Context: an optimization exercise on an open-source flow, tuned for small area, a short achievable clock period and few clock cycles. The choices shown serve that exercise and are no tape-out recipe.
At most, simulation tests tie the RTL to the original design; equivalence was not proved.
Power is estimated from default activity; no workload was simulated.

before:
==> flow/design.v <==
module ice_rx (
    input  wire        clk,
    input  wire        rst,
    input  wire        in_valid,
    input  wire [7:0]  in_data,
    output wire        in_ready,
    output reg         bit_valid,
    output reg         bit_data,
    output wire        pay_valid,
    output wire [7:0]  pay_data,
    output reg         res_valid,
    output wire [1:0]  res_tag,
    output wire [3:0]  res_code,
    output wire [16:0] res_count,
    output wire [7:0]  res_f0,
    output wire [7:0]  res_f1,
    output wire [7:0]  res_f2,
    output wire [7:0]  res_f3,
    output wire [7:0]  res_f4,
    output wire [7:0]  res_decl
);
    localparam [1:0] TAG_UNREC = 2'd0, TAG_GOC = 2'd1, TAG_EIN = 2'd2, TAG_MBUS = 2'd3;
    localparam [1:0] P_IDLE = 2'd0, P_LEN_HI = 2'd1, P_LEN_LO = 2'd2, P_BODY = 2'd3;
    function [15:0] crc16_byte;
        input [15:0] c;
        input [7:0]  b;
        integer i;
        reg [15:0] x;
        begin
            x = c ^ {b, 8'h00};
            for (i = 0; i < 8; i = i + 1)
                x = x[15] ? ({x[14:0], 1'b0} ^ 16'h1021) : {x[14:0], 1'b0};
            crc16_byte = x;
        end
    endfunction
    assign in_ready = 1'b1;
    reg        v_q;
    reg [7:0]  d_q;
    reg        ws_q, wl_q, wst_q, wsp_q;    
    reg [1:0]  phase;
    reg [1:0]  chan;
    reg [15:0] r;            
    reg [16:0] c;            
    reg [7:0]  hdr0, hdr1, hdr2, hdr3, hdr4, decl;
    reg [15:0] ck;           
    reg [3:0]  code;         
    reg        last;         
    reg        pv;           
    reg        ng;           
    reg        eok;          
    reg        fst;          
    reg        hz;           
    reg        done;         
    assign res_tag   = chan;
    assign res_code  = code;
    assign res_count = c;
    assign res_f0    = hdr0;
    assign res_f1    = hdr1;
    assign res_f2    = hdr2;
    assign res_f3    = hdr3;
    assign res_f4    = hdr4;
    assign res_decl  = decl;
    assign pay_data  = d_q;
    wire is_goc  = (chan == TAG_GOC);
    wire is_ein  = (chan == TAG_EIN);
    wire is_mbus = (chan == TAG_MBUS);
    wire r_hi0   = (r[15:2] == 14'd0);
    wire r_is2   = r_hi0 & (r[1:0] == 2'd2);
    wire u       = &c[16:3];
    wire [2:0] cl = c[2:0];
    assign pay_valid = v_q & pv;
    wire pv_n = (is_ein  & ~r_is2 & (~c[16] | (u & cl == 3'd7))) |
                (is_mbus & ~r_hi0 & (~c[16] | (u & cl[2:1] == 2'b11)));
    wire [7:0] b = d_q;
    wire w_s  = hz & ws_q;
    wire w_l  = hz & wl_q;
    wire w_st = hz & wst_q;
    wire w_sp = hz & wsp_q;
    wire k_odd = c[0];
    wire      err = code[3] | code[2];
    reg       ev_err;
    reg [3:0] ev_code;
    reg       ev_bit;
    reg       ev_stop;
    always @(*) begin
        ev_err  = 1'b0;
        ev_code = 4'd0;
        ev_bit  = 1'b0;
        ev_stop = 1'b0;
        if (!eok) begin
            ev_err = 1'b1; ev_code = 4'd4;
        end else if (done) begin
            ev_err = 1'b1; ev_code = 4'd5;
        end else if (k_odd) begin
            if (!w_s) begin ev_err = 1'b1; ev_code = 4'd6; end
        end else if (!(w_s | w_l | w_st | w_sp)) begin
            ev_err = 1'b1; ev_code = 4'd6;
        end else if (fst) begin
            if (!w_st) begin ev_err = 1'b1; ev_code = 4'd8; end
        end else if (w_s | w_l) begin
            ev_bit = 1'b1;
        end else if (w_sp) begin
            ev_stop = 1'b1;
        end else begin
            ev_err = 1'b1; ev_code = 4'd8;
        end
    end
    wire        edge_byte = (r[1:0] == 2'd0);
    wire        word_end  = (r[1:0] == 2'd1);
    wire        z_q       = (b == 8'd0);
    wire        n_ng      = ng | (edge_byte & (b[7:1] != 7'd0));
    wire        n_err     = err | (word_end & ev_err);
    wire        n_done    = done | (word_end & ev_stop);
    wire [16:0] c_inc    = c + 17'd1;
    wire [16:0] l_p3     = {1'b0, hdr2, hdr1[7:2], 2'b11};    
    wire [12:0] nbits    = c[13:1] - 13'd1;
    wire        len_diff = (c[16:8] != 9'd0) | (c[7:0] != decl);
    wire [7:0]  sum_n    = ck[15:8] + b;
    wire [15:0] crc_n    = crc16_byte(ck, b);
    wire        ck_bad   = (b != ck[15:8]) | (ck[7:0] != 8'd0);
    wire [15:0] len      = {r[15:8], b};
    wire        short_e  = (len[15:2] == 14'd0);
    wire        short_m  = (len[15:3] == 13'd0);
    always @(posedge clk) begin
        v_q   <= in_valid & ~rst;
        d_q   <= in_data;
        ws_q  <= (in_data >= 8'd6)  & (in_data <= 8'd14);
        wl_q  <= (in_data >= 8'd26) & (in_data <= 8'd34);
        wst_q <= (in_data >= 8'd56) & (in_data <= 8'd64);
        wsp_q <= (in_data >= 8'd86) & (in_data <= 8'd94);
    end
    always @(posedge clk) begin
        if (rst) begin
            phase     <= P_IDLE;
            pv        <= 1'b0;
            res_valid <= 1'b0;
            bit_valid <= 1'b0;
        end else begin
            res_valid <= 1'b0;
            bit_valid <= 1'b0;
            if (v_q) begin
                case (phase)
                P_IDLE: begin
                    hdr0 <= b;
                    if (b == 8'h47 || b == 8'h45 || b == 8'h4D) begin
                        chan  <= (b == 8'h47) ? TAG_GOC : (b == 8'h45) ? TAG_EIN : TAG_MBUS;
                        phase <= P_LEN_HI;
                    end else begin
                        chan      <= TAG_UNREC;
                        code      <= 4'd0;
                        c         <= 17'd1;
                        res_valid <= 1'b1;
                    end
                end
                P_LEN_HI: begin
                    r[15:8] <= b;
                    hdr2    <= b;
                    pv      <= 1'b0;
                    phase   <= P_LEN_LO;
                end
                P_LEN_LO: begin
                    r[7:0] <= b;
                    hdr1   <= b;
                    last   <= (len == 16'd1);
                    code   <= 4'd0;
                    done   <= 1'b0;
                    ck     <= is_ein ? 16'h0000 : 16'hFFFF;
                    case (chan)
                    TAG_GOC:  begin ng <= (b[1:0] != 2'd0); c <= (b[1:0] != 2'd0) ? 17'd4 : 17'd0; end
                    TAG_EIN:  begin ng <= short_e; c <= short_e ? 17'd1 : 17'h1FFFD; end
                    default:  begin ng <= short_m; c <= short_m ? 17'd1 : 17'h1FFF9; end
                    endcase
                    if (len == 16'd0) begin
                        phase     <= P_IDLE;
                        res_valid <= 1'b1;
                        c         <= 17'd0;
                        code      <= is_goc ? 4'd9 : 4'd1;
                    end else begin
                        phase <= P_BODY;
                    end
                end
                default: begin  
                    r    <= r - 16'd1;
                    last <= r_is2;
                    pv   <= pv_n & ~last;
                    ck   <= is_ein ? {sum_n, ck[7:0]} : crc_n;
                    if ((!is_goc || ng) && !last) c <= c_inc;
                    if (u) begin
                        if (is_ein) begin
                            if (cl == 3'd5) hdr0 <= b;
                            if (cl == 3'd6) hdr1 <= b;
                            if (cl == 3'd7) decl <= b;
                        end else begin
                            if (cl == 3'd1) hdr0 <= b;
                            if (cl == 3'd2) hdr1 <= b;
                            if (cl == 3'd3) hdr2 <= b;
                            if (cl == 3'd4) hdr3 <= b;
                            if (cl == 3'd5) hdr4 <= b;
                            if (cl == 3'd6) decl <= b;
                        end
                    end
                    if (is_goc) begin
                        ng <= n_ng;
                        if (edge_byte) begin
                            eok <= b[0] ^ c[0];
                            fst <= (c[13:0] == 14'd0);
                        end
                        if (r[1:0] == 2'd3) hz <= z_q;
                        if (r[1:0] == 2'd2) hz <= hz & z_q;
                        if (word_end) begin
                            if (!err) code <= ev_code;
                            done <= n_done;
                            if (!n_err) c <= c_inc;
                            if (!err && ev_bit) begin
                                bit_valid <= 1'b1;
                                bit_data  <= w_l;
                            end
                        end
                    end
                    if (last) begin
                        phase     <= P_IDLE;
                        res_valid <= 1'b1;
                        case (chan)
                        TAG_GOC: begin
                            if (n_ng) begin
                                chan <= TAG_UNREC;
                                c    <= (hdr1[1:0] != 2'd0) ? c : l_p3;
                                code <= 4'd0;
                            end else if (n_err) begin
                            end else if (!n_done) begin
                                code <= 4'd9;
                            end else begin
                                c    <= {4'd0, nbits};
                            end
                        end
                        default: begin
                            code <= 4'd0;
                            if (ng)            code <= 4'd1;
                            else if (len_diff) code <= 4'd2;
                            else if (ck_bad)   code <= 4'd3;
                        end
                        endcase
                    end
                end
                endcase
            end
        end
    end
endmodule
Settings: LEC_CHECK=0, ABC_AREA=1, CAP_MARGIN=20, CORE_MARGIN=2, CORE_UTILIZATION=60, PLACE_DENSITY=0.7, SETUP_SLACK_MARGIN=4.0, SLEW_MARGIN=20; clock period 6.5 ns.
standard.sh (not shown) runs the stock make flow with config.mk's settings and CLKGATE_MAP_FILE= SYNTH_SCRIPT=/design/flow/synth_recipe.tcl, a recipe that flattens the netlist after the stock synthesis.
==> flow/flow/run.sh <==
#!/bin/bash
set -euo pipefail
bash standard.sh \
  "BUFFER_PORTS_ARGS=-buffer_cell sky130_fd_sc_hd__buf_1" \
  "MATCH_CELL_FOOTPRINT=0" \
  "CTS_ARGS=-sink_clustering_enable -repair_clock_nets -dont_use_dummy_load -sink_clustering_size 30 -sink_clustering_max_diameter 60 -buf_list sky130_fd_sc_hd__clkbuf_8" \
  finish > standard.log 2>&1
Edits applied to the flow inputs when going from before to after:
--- a/flow/design.v
+++ b/flow/design.v
@@ -37,6 +37,8 @@
     reg        v_q;
     reg [7:0]  d_q;
     reg        ws_q, wl_q, wst_q, wsp_q;    
+    reg        z_q;                         
+    reg        g1_q;                        
     reg [1:0]  phase;
     reg [1:0]  chan;
     reg [15:0] r;            
@@ -107,8 +109,7 @@
     end
     wire        edge_byte = (r[1:0] == 2'd0);
     wire        word_end  = (r[1:0] == 2'd1);
-    wire        z_q       = (b == 8'd0);
-    wire        n_ng      = ng | (edge_byte & (b[7:1] != 7'd0));
+    wire        n_ng      = ng | (edge_byte & g1_q);
     wire        n_err     = err | (word_end & ev_err);
     wire        n_done    = done | (word_end & ev_stop);
     wire [16:0] c_inc    = c + 17'd1;
@@ -128,6 +129,8 @@
         wl_q  <= (in_data >= 8'd26) & (in_data <= 8'd34);
         wst_q <= (in_data >= 8'd56) & (in_data <= 8'd64);
         wsp_q <= (in_data >= 8'd86) & (in_data <= 8'd94);
+        z_q   <= (in_data == 8'd0);
+        g1_q  <= (in_data[7:1] != 7'd0);
     end
     always @(posedge clk) begin
         if (rst) begin
@@ -233,6 +236,12 @@
                                 c    <= {4'd0, nbits};
                             end
                         end
+                        TAG_EIN: begin
+                            code <= 4'd0;
+                            if (ng)            code <= 4'd1;
+                            else if (len_diff) code <= 4'd2;
+                            else if (ck_bad)   code <= 4'd3;
+                        end
                         default: begin
                             code <= 4'd0;
                             if (ng)            code <= 4'd1;
Notes after the runs:
From before to after the numbers moved as follows: number of enable-type register cells in the synthesized netlist barely changed; count of nets after finishing up 33. Diff before -> after: fraction of layout cells with a size suffix above 1 went down 0.56 points; peak clock frequency supported by timing went up 8.7 MHz; number of filler cells placed in the layout saw an increase; synthesized area rose by 2.3%; sequential share of layout area stayed essentially flat. Worst-case headroom to the max-slew limit was higher in the run labelled after. In after the power in combinational cells turned out 7.5% higher than in before. On total power, the higher figure sits with after, not before. First-pass GRT wire length in after vs before: up 5.4%. Total number of cells along the worst setup path: after < before.
Testbench counts of after, summed over its fixed seeds: cycles 66,736.
For before, only the layout was checked, not whether the RTL still works.

[port drivers added, routing unchanged]
How much do the figures lean on ideal ports? The routed layouts below were timed once more, with nothing changed but the port constraints.
Step 1 sets driving cells, clkbuf_16 on the clock port and buf_2 on the other inputs (assumed; they add their load-dependent delay and slew).
Step 2 moves the port delays by t, midway between the first and last clock arrival at a register: inputs arrive t later, outputs are due t later. That takes back most of the time a late clock gives input paths.
Slacks: no drivers / after step 1 / after step 2; pairs: no drivers / after step 1.
| run | t (ns) | setup slack, ns | worst hold slack (ns) | clock arrival spread, ns | slew at the worst register clock pin (ns) |
|---|---|---|---|---|---|
| before | 0.495 | 3.986 / 3.999 / 3.507 | 0.523 / 0.523 / 0.523 | 0.039 / 0.038 | 0.09 / 0.09 |
| after | 0.481 | 4.040 / 4.002 / 3.603 | 0.560 / 0.560 / 0.560 | 0.032 / 0.032 | 0.08 / 0.08 |
After both steps every run listed still meets setup and hold. The setup slack of before, which loses most, moves by +0.013 ns with the drivers and by -0.479 ns with both steps.
